What follows belongs to an exercise in optimizing a design on an open flow for small area; a production flow would make more cautious choices. Where RTL was checked, it was by simulation tests only, not by an equivalence proof against the original. Power and IR drop assume default switching activity.

## sgp41_pl
module sgp41_pl (
    input  wire        clk,
    input  wire        rst,
    input  wire        req_valid,
    input  wire [2:0]  req_op,
    input  wire [7:0]  req_addr,
    input  wire [15:0] req_p0,
    input  wire [15:0] req_p1,
    output wire        busy,
    output reg         done,
    output reg  [2:0]  res_status,
    output reg  [2:0]  res_op,
    output wire [1:0]  res_nwords,
    output wire [15:0] res_w0,
    output wire [15:0] res_w1,
    output wire [15:0] res_w2,
    output reg         res_bound,
    output wire        st_pass,
    output wire        st_voc_fail,
    output wire        st_nox_fail,
    input  wire [15:0] crc_in,
    output wire [7:0]  crc_out,
    output wire        t_valid,
    output wire [2:0]  t_kind,
    output wire [7:0]  t_addr,
    output wire [7:0]  t_hnd,
    output reg  [3:0]  t_len,
    output wire [63:0] t_wdata,
    input  wire        t_done,
    input  wire        t_ok,
    input  wire [7:0]  t_rhnd,
    input  wire [71:0] t_rdata,
    output wire        z_valid,
    output reg  [8:0]  z_ms,
    input  wire        z_done
);
For scale: roughly 650 cells after synthesis, roughly 110 flip-flops, roughly 310 I/O pins, about 5500 um^2 of cells after synthesis.
Settings: LEC_CHECK=0, CAP_MARGIN=20, CORE_MARGIN=2, CORE_UTILIZATION=65, SLEW_MARGIN=20; clock period 10.0 ns.
standard.sh (not shown) runs the stock make flow with config.mk's settings and CLKGATE_MAP_FILE= SYNTH_SCRIPT=/design/flow/synth_recipe.tcl, a recipe that flattens the netlist after the stock synthesis.
==> flow/flow/run.sh <==
#!/bin/bash
# Layout flow: the standard ORFS flow (standard.sh) with three changes
# that only change how the layout is made:
#  - synthesis maps the logic with an area-oriented ABC script
#    (flow/abc_area.script) instead of ORFS's speed script; everything else in
#    the synthesis (synth_recipe.tcl and ORFS synth.tcl) is unchanged, so the
#    registers keep their standard names and cell types;
#  - the port buffers are sky130_fd_sc_hd__buf_1 (ORFS picks a larger cell);
#  - CTS uses clkbuf_8 and adds no dummy loads to balance the leaf nets.
# Each tool's output goes to a log file here; ORFS's own logs are in orfs/logs.
set -euo pipefail
here=$(pwd)
flowdir=$(cd "$(dirname "${BASH_SOURCE[0]}")" && pwd)

# synthesis script: the standard flow's, with ABC's script swapped for the area script
{
  echo "proc abc {args} {"
  echo "  set i [lsearch -exact \$args -script]"
  echo "  if {\$i >= 0} { lset args [expr {\$i + 1}] {$flowdir/abc_area.script} }"
  echo "  puts \"area flow: abc runs with \$args\""
  echo "  yosys abc {*}\$args"
  echo "}"
  cat synth_recipe.tcl
} > area_synth.tcl
sed "s#SYNTH_SCRIPT=[^ ]*synth_recipe.tcl#SYNTH_SCRIPT=$here/area_synth.tcl#" standard.sh > area_standard.sh
grep -q "SYNTH_SCRIPT=$here/area_synth.tcl" area_standard.sh

export BUFFER_PORTS_ARGS="-buffer_cell sky130_fd_sc_hd__buf_1"
export CTS_ARGS="-sink_clustering_enable -repair_clock_nets -buf_list sky130_fd_sc_hd__clkbuf_8 -dont_use_dummy_load"
bash area_standard.sh > run_standard.log 2>&1
==> flow/flow/abc_area.script <==
strash
&get -n
&deepsyn -T 30
&put
strash
dc2
dch -f
amap
topo
Then changed:
--- a/flow/flow/run.sh
+++ b/flow/flow/run.sh
@@ -29 +29 @@
-export CTS_ARGS="-sink_clustering_enable -repair_clock_nets -buf_list sky130_fd_sc_hd__clkbuf_8 -dont_use_dummy_load"
+export CTS_ARGS="-sink_clustering_enable -repair_clock_nets -buf_list sky130_fd_sc_hd__clkbuf_16 -sink_clustering_size 40 -sink_clustering_max_diameter 400 -dont_use_dummy_load"
CORE_UTILIZATION = 40   (was 65)
Hold slack is worse by 21 ps.
Setup slack is worse by 6.2 ps.
Total power rises by about 5.5%.
Clock skew falls by 17 ps.
Cell area rises by about 3%.
Global-route usage falls by 13 points.
Area after synthesis stays the same.
Core utilization falls by 27 points.
Die area rises by 60%.
Maximum frequency is about the same.

sgp41_pl, a different RTL version from the one above (not shown whole).
For scale: ~640 cells after synthesis, about 110 flip-flops, roughly 310 I/O pins, about 5500 um^2 of cells after synthesis.
clock: 10.0 ns
lec_check: 0
cap_margin: 20
core_margin: 2
core_utilization: 40
cts_buf_list: sky130_fd_sc_hd__clkbuf_8
slew_margin: 20
==> flow/flow/run.sh <==
#!/bin/bash
set -euo pipefail
here=$(pwd)
flowdir=$(cd "$(dirname "${BASH_SOURCE[0]}")" && pwd)

# synthesis script: the standard flow's, with ABC's script swapped for the area script
{
  echo "proc abc {args} {"
  echo "  set i [lsearch -exact \$args -script]"
  echo "  if {\$i >= 0} { lset args [expr {\$i + 1}] {$flowdir/abc_area.script} }"
  echo "  yosys abc {*}\$args"
  echo "}"
  cat synth_recipe.tcl
} > area_synth.tcl
sed "s#SYNTH_SCRIPT=[^ ]*synth_recipe.tcl#SYNTH_SCRIPT=$here/area_synth.tcl#" standard.sh > area_standard.sh
grep -q "SYNTH_SCRIPT=$here/area_synth.tcl" area_standard.sh

export BUFFER_PORTS_ARGS="-buffer_cell sky130_fd_sc_hd__buf_1"
bash area_standard.sh > run_standard.log 2>&1
Scripts as last shown in full above: flow/flow/abc_area.script
The baseline produced a clean layout.
Change:
==> flow/flow/run.sh (replaced) <==
#!/bin/bash
# Standard ORFS layout, with the smallest buffer for the port buffers.
set -euo pipefail
export BUFFER_PORTS_ARGS="-buffer_cell sky130_fd_sc_hd__buf_1"
bash standard.sh > run_standard.log 2>&1
CTS_CLUSTER_DIAMETER = 200   (was not set)
CTS_CLUSTER_SIZE = 30   (was not set)
removed: flow/flow/abc_area.script
Wire length went up by a few percent.
Sequential cell count is unchanged.
Clock skew went up by 0.0059 ns.
Sequential share of layout area came out lower by 2.1 points.
Change:
==> flow/flow/run.sh (replaced) <==
#!/bin/bash
set -euo pipefail
here=$(pwd)
flowdir=$(cd "$(dirname "${BASH_SOURCE[0]}")" && pwd)

# synthesis script: the standard flow's, with ABC's script swapped for the area script
{
  echo "proc abc {args} {"
  echo "  set i [lsearch -exact \$args -script]"
  echo "  if {\$i >= 0} { lset args [expr {\$i + 1}] {$flowdir/abc_area.script} }"
  echo "  yosys abc {*}\$args"
  echo "}"
  cat synth_recipe.tcl
} > area_synth.tcl
sed "s#SYNTH_SCRIPT=[^ ]*synth_recipe.tcl#SYNTH_SCRIPT=$here/area_synth.tcl#" standard.sh > area_standard.sh
grep -q "SYNTH_SCRIPT=$here/area_synth.tcl" area_standard.sh

export BUFFER_PORTS_ARGS="-buffer_cell sky130_fd_sc_hd__buf_1"
bash area_standard.sh > run_standard.log 2>&1
==> flow/flow/abc_area.script (new file) <==
strash
&get -n
&deepsyn -T 30
&put
strash
dc2
dch -f
amap
topo
CAP_MARGIN = 0   (was 20)
CTS_CLUSTER_DIAMETER = not set   (was 200)
CTS_CLUSTER_SIZE = not set   (was 30)
SLEW_MARGIN = 0   (was 20)
Result: Die area fell by about 11%; routed wire length goes down by about 5%; sequential share of layout area rises by 2.1 points; area after synthesis goes down by 11%; first-iteration DRC count is higher by about 50%; final area went down by about 6%; clock skew is lower by 0.0059 ns.
Change:
==> flow/flow/run.sh (replaced) <==
#!/bin/bash
# Standard ORFS layout, with the smallest buffer for the port buffers.
set -euo pipefail
export BUFFER_PORTS_ARGS="-buffer_cell sky130_fd_sc_hd__buf_1"
bash standard.sh > run_standard.log 2>&1
CAP_MARGIN = 20   (was 0)
CTS_BUF_LIST = sky130_fd_sc_hd__clkbuf_16   (was sky130_fd_sc_hd__clkbuf_8)
CTS_CLUSTER_DIAMETER = 200   (was not set)
CTS_CLUSTER_SIZE = 50   (was not set)
SLEW_MARGIN = 20   (was 0)
removed: flow/flow/abc_area.script
The new run ran to the end with no violations.
Via count came out higher slightly.
Clock-buffer cell count fell by 1.
Power fell by a quarter to a third.
Maximum frequency went up by a few percent.
Area after synthesis came out higher by roughly a tenth.
Global-route usage fell by 0.70 points.
Wire length goes up by a few percent.

sgp41_pl, a different RTL version from the one above (not shown whole).
Size: ~110 flip-flops, roughly 310 I/O pins, roughly 6900 um2 of cells after synthesis.
export LEC_CHECK = 0
export CAP_MARGIN = 20
export CORE_MARGIN = 2
export CORE_UTILIZATION = 40
export SLEW_MARGIN = 20
create_clock -name core_clock -period 10.0 [get_ports {clk}]
run.sh (not shown) runs the stock make flow with config.mk's settings and CLKGATE_MAP_FILE= SYNTH_SCRIPT=/design/flow/synth_recipe.tcl, a recipe that flattens the netlist after the stock synthesis.
Stock flow here: none of the scripts above is used.
Change:
==> flow/flow/run.sh (new file) <==
#!/bin/bash
# Standard ORFS layout, with the smallest buffer for the port buffers.
set -euo pipefail
export BUFFER_PORTS_ARGS="-buffer_cell sky130_fd_sc_hd__buf_1"
bash standard.sh > run_standard.log 2>&1
==> flow/standard.sh (new file) <==
#!/bin/bash
# synth_recipe.tcl (not shown) runs the flow's synth.tcl, then flattens the netlist and writes it again
# the make line also repeats each setting of config.mk as NAME=value (left out here)
make -C /OpenROAD-flow-scripts/flow DESIGN_CONFIG=/design/flow/config.mk WORK_HOME=/design/flow/orfs CLKGATE_MAP_FILE= SYNTH_SCRIPT=/design/flow/synth_recipe.tcl "${@:-finish}"
removed: flow/run.sh
What happened: Power fell by roughly a tenth. Sequential share of layout area rose by 6.7 points. Via count goes down slightly. Synthesized area is unchanged. Maximum frequency goes up by about a fifth. Global-route usage shrinks by 3.3 points.
Function was not checked in any run of this note: the RTL went through the layout flow alone.

sgp41_pl, a different RTL version from the one above (not shown whole).
For scale: ~310 I/O pins, ~6300 um2 of cells after synthesis.
clock: 10.0 ns
lec_check: 0
cap_margin: 20
core_margin: 2
core_utilization: 40
cts_buf_list: sky130_fd_sc_hd__clkbuf_8
slew_margin: 20
standard.sh (not shown) runs the stock make flow with config.mk's settings and CLKGATE_MAP_FILE= SYNTH_SCRIPT=/design/flow/synth_recipe.tcl, a recipe that flattens the netlist after the stock synthesis.
==> flow/flow/run.sh <==
#!/bin/bash
# Standard ORFS layout, with the smallest buffer for the port buffers.
set -euo pipefail
export BUFFER_PORTS_ARGS="-buffer_cell sky130_fd_sc_hd__buf_1"
bash standard.sh > run_standard.log 2>&1
Then changed:
CTS_BUF_LIST = unset   (was sky130_fd_sc_hd__clkbuf_8)
Result: The changed run passed the timing, design-rule and antenna checks; cell area is higher by 1.4%; setup slack barely changes; die area stays the same; wire length is higher by 0.60%; non-clock buffer count stays the same; final cell count does not change; synthesized area is unchanged; power is higher by 9.7%; combinational power barely changes.

==> what the ideal ports hide <==
The flow's constraints put no driver on any port. The routed layouts listed below were extracted and timed again, unchanged, in two steps.
Step 1 (the two cells are an assumption about what drives the block):
set clk [get_ports {clk}]
set_driving_cell -lib_cell sky130_fd_sc_hd__clkbuf_16 $clk
set_driving_cell -lib_cell sky130_fd_sc_hd__buf_2 [delete_from_list [all_inputs] $clk]
Step 2 also shifts input and output timing later by t, the mid clock arrival at the registers, as if the neighbouring blocks saw the same clock.
Three values: ideal ports, drivers, drivers and shift; two values: the first two.
run	t (ns)	slack for setup (ns)	hold slack, ns	worst setup path at the end
the first run of note 1	0.389	3.830 / 3.807 / 3.807	0.439 / 0.439 / 0.439	input to output
the second run of note 1	0.387	3.824 / 3.801 / 3.801	0.418 / 0.418 / 0.418	input to output
the first run of note 2	0.418	3.989 / 3.964 / 3.964	0.425 / 0.425 / 0.425	input to output
the second run of note 2	0.411	4.234 / 4.211 / 4.211	0.425 / 0.425 / 0.425	input to output
the third run of note 2	0.418	3.989 / 3.964 / 3.964	0.425 / 0.425 / 0.425	input to output
the fourth run of note 2	0.388	4.234 / 4.210 / 4.210	0.417 / 0.417 / 0.417	input to output
the first run of note 3	0.393	3.751 / 3.725 / 3.725	0.415 / 0.415 / 0.415	input to output
the second run of note 3	0.387	4.519 / 4.498 / 4.498	0.410 / 0.410 / 0.410	input to output
the first run of note 4	0.413	4.515 / 4.493 / 4.493	0.407 / 0.407 / 0.407	input to output
the second run of note 4	0.388	4.515 / 4.494 / 4.494	0.407 / 0.407 / 0.407	input to output
After both steps every run listed still meets setup and hold. The setup slack of the first run of note 3, which loses most, moves by -0.026 ns with the drivers and by -0.026 ns with both steps.
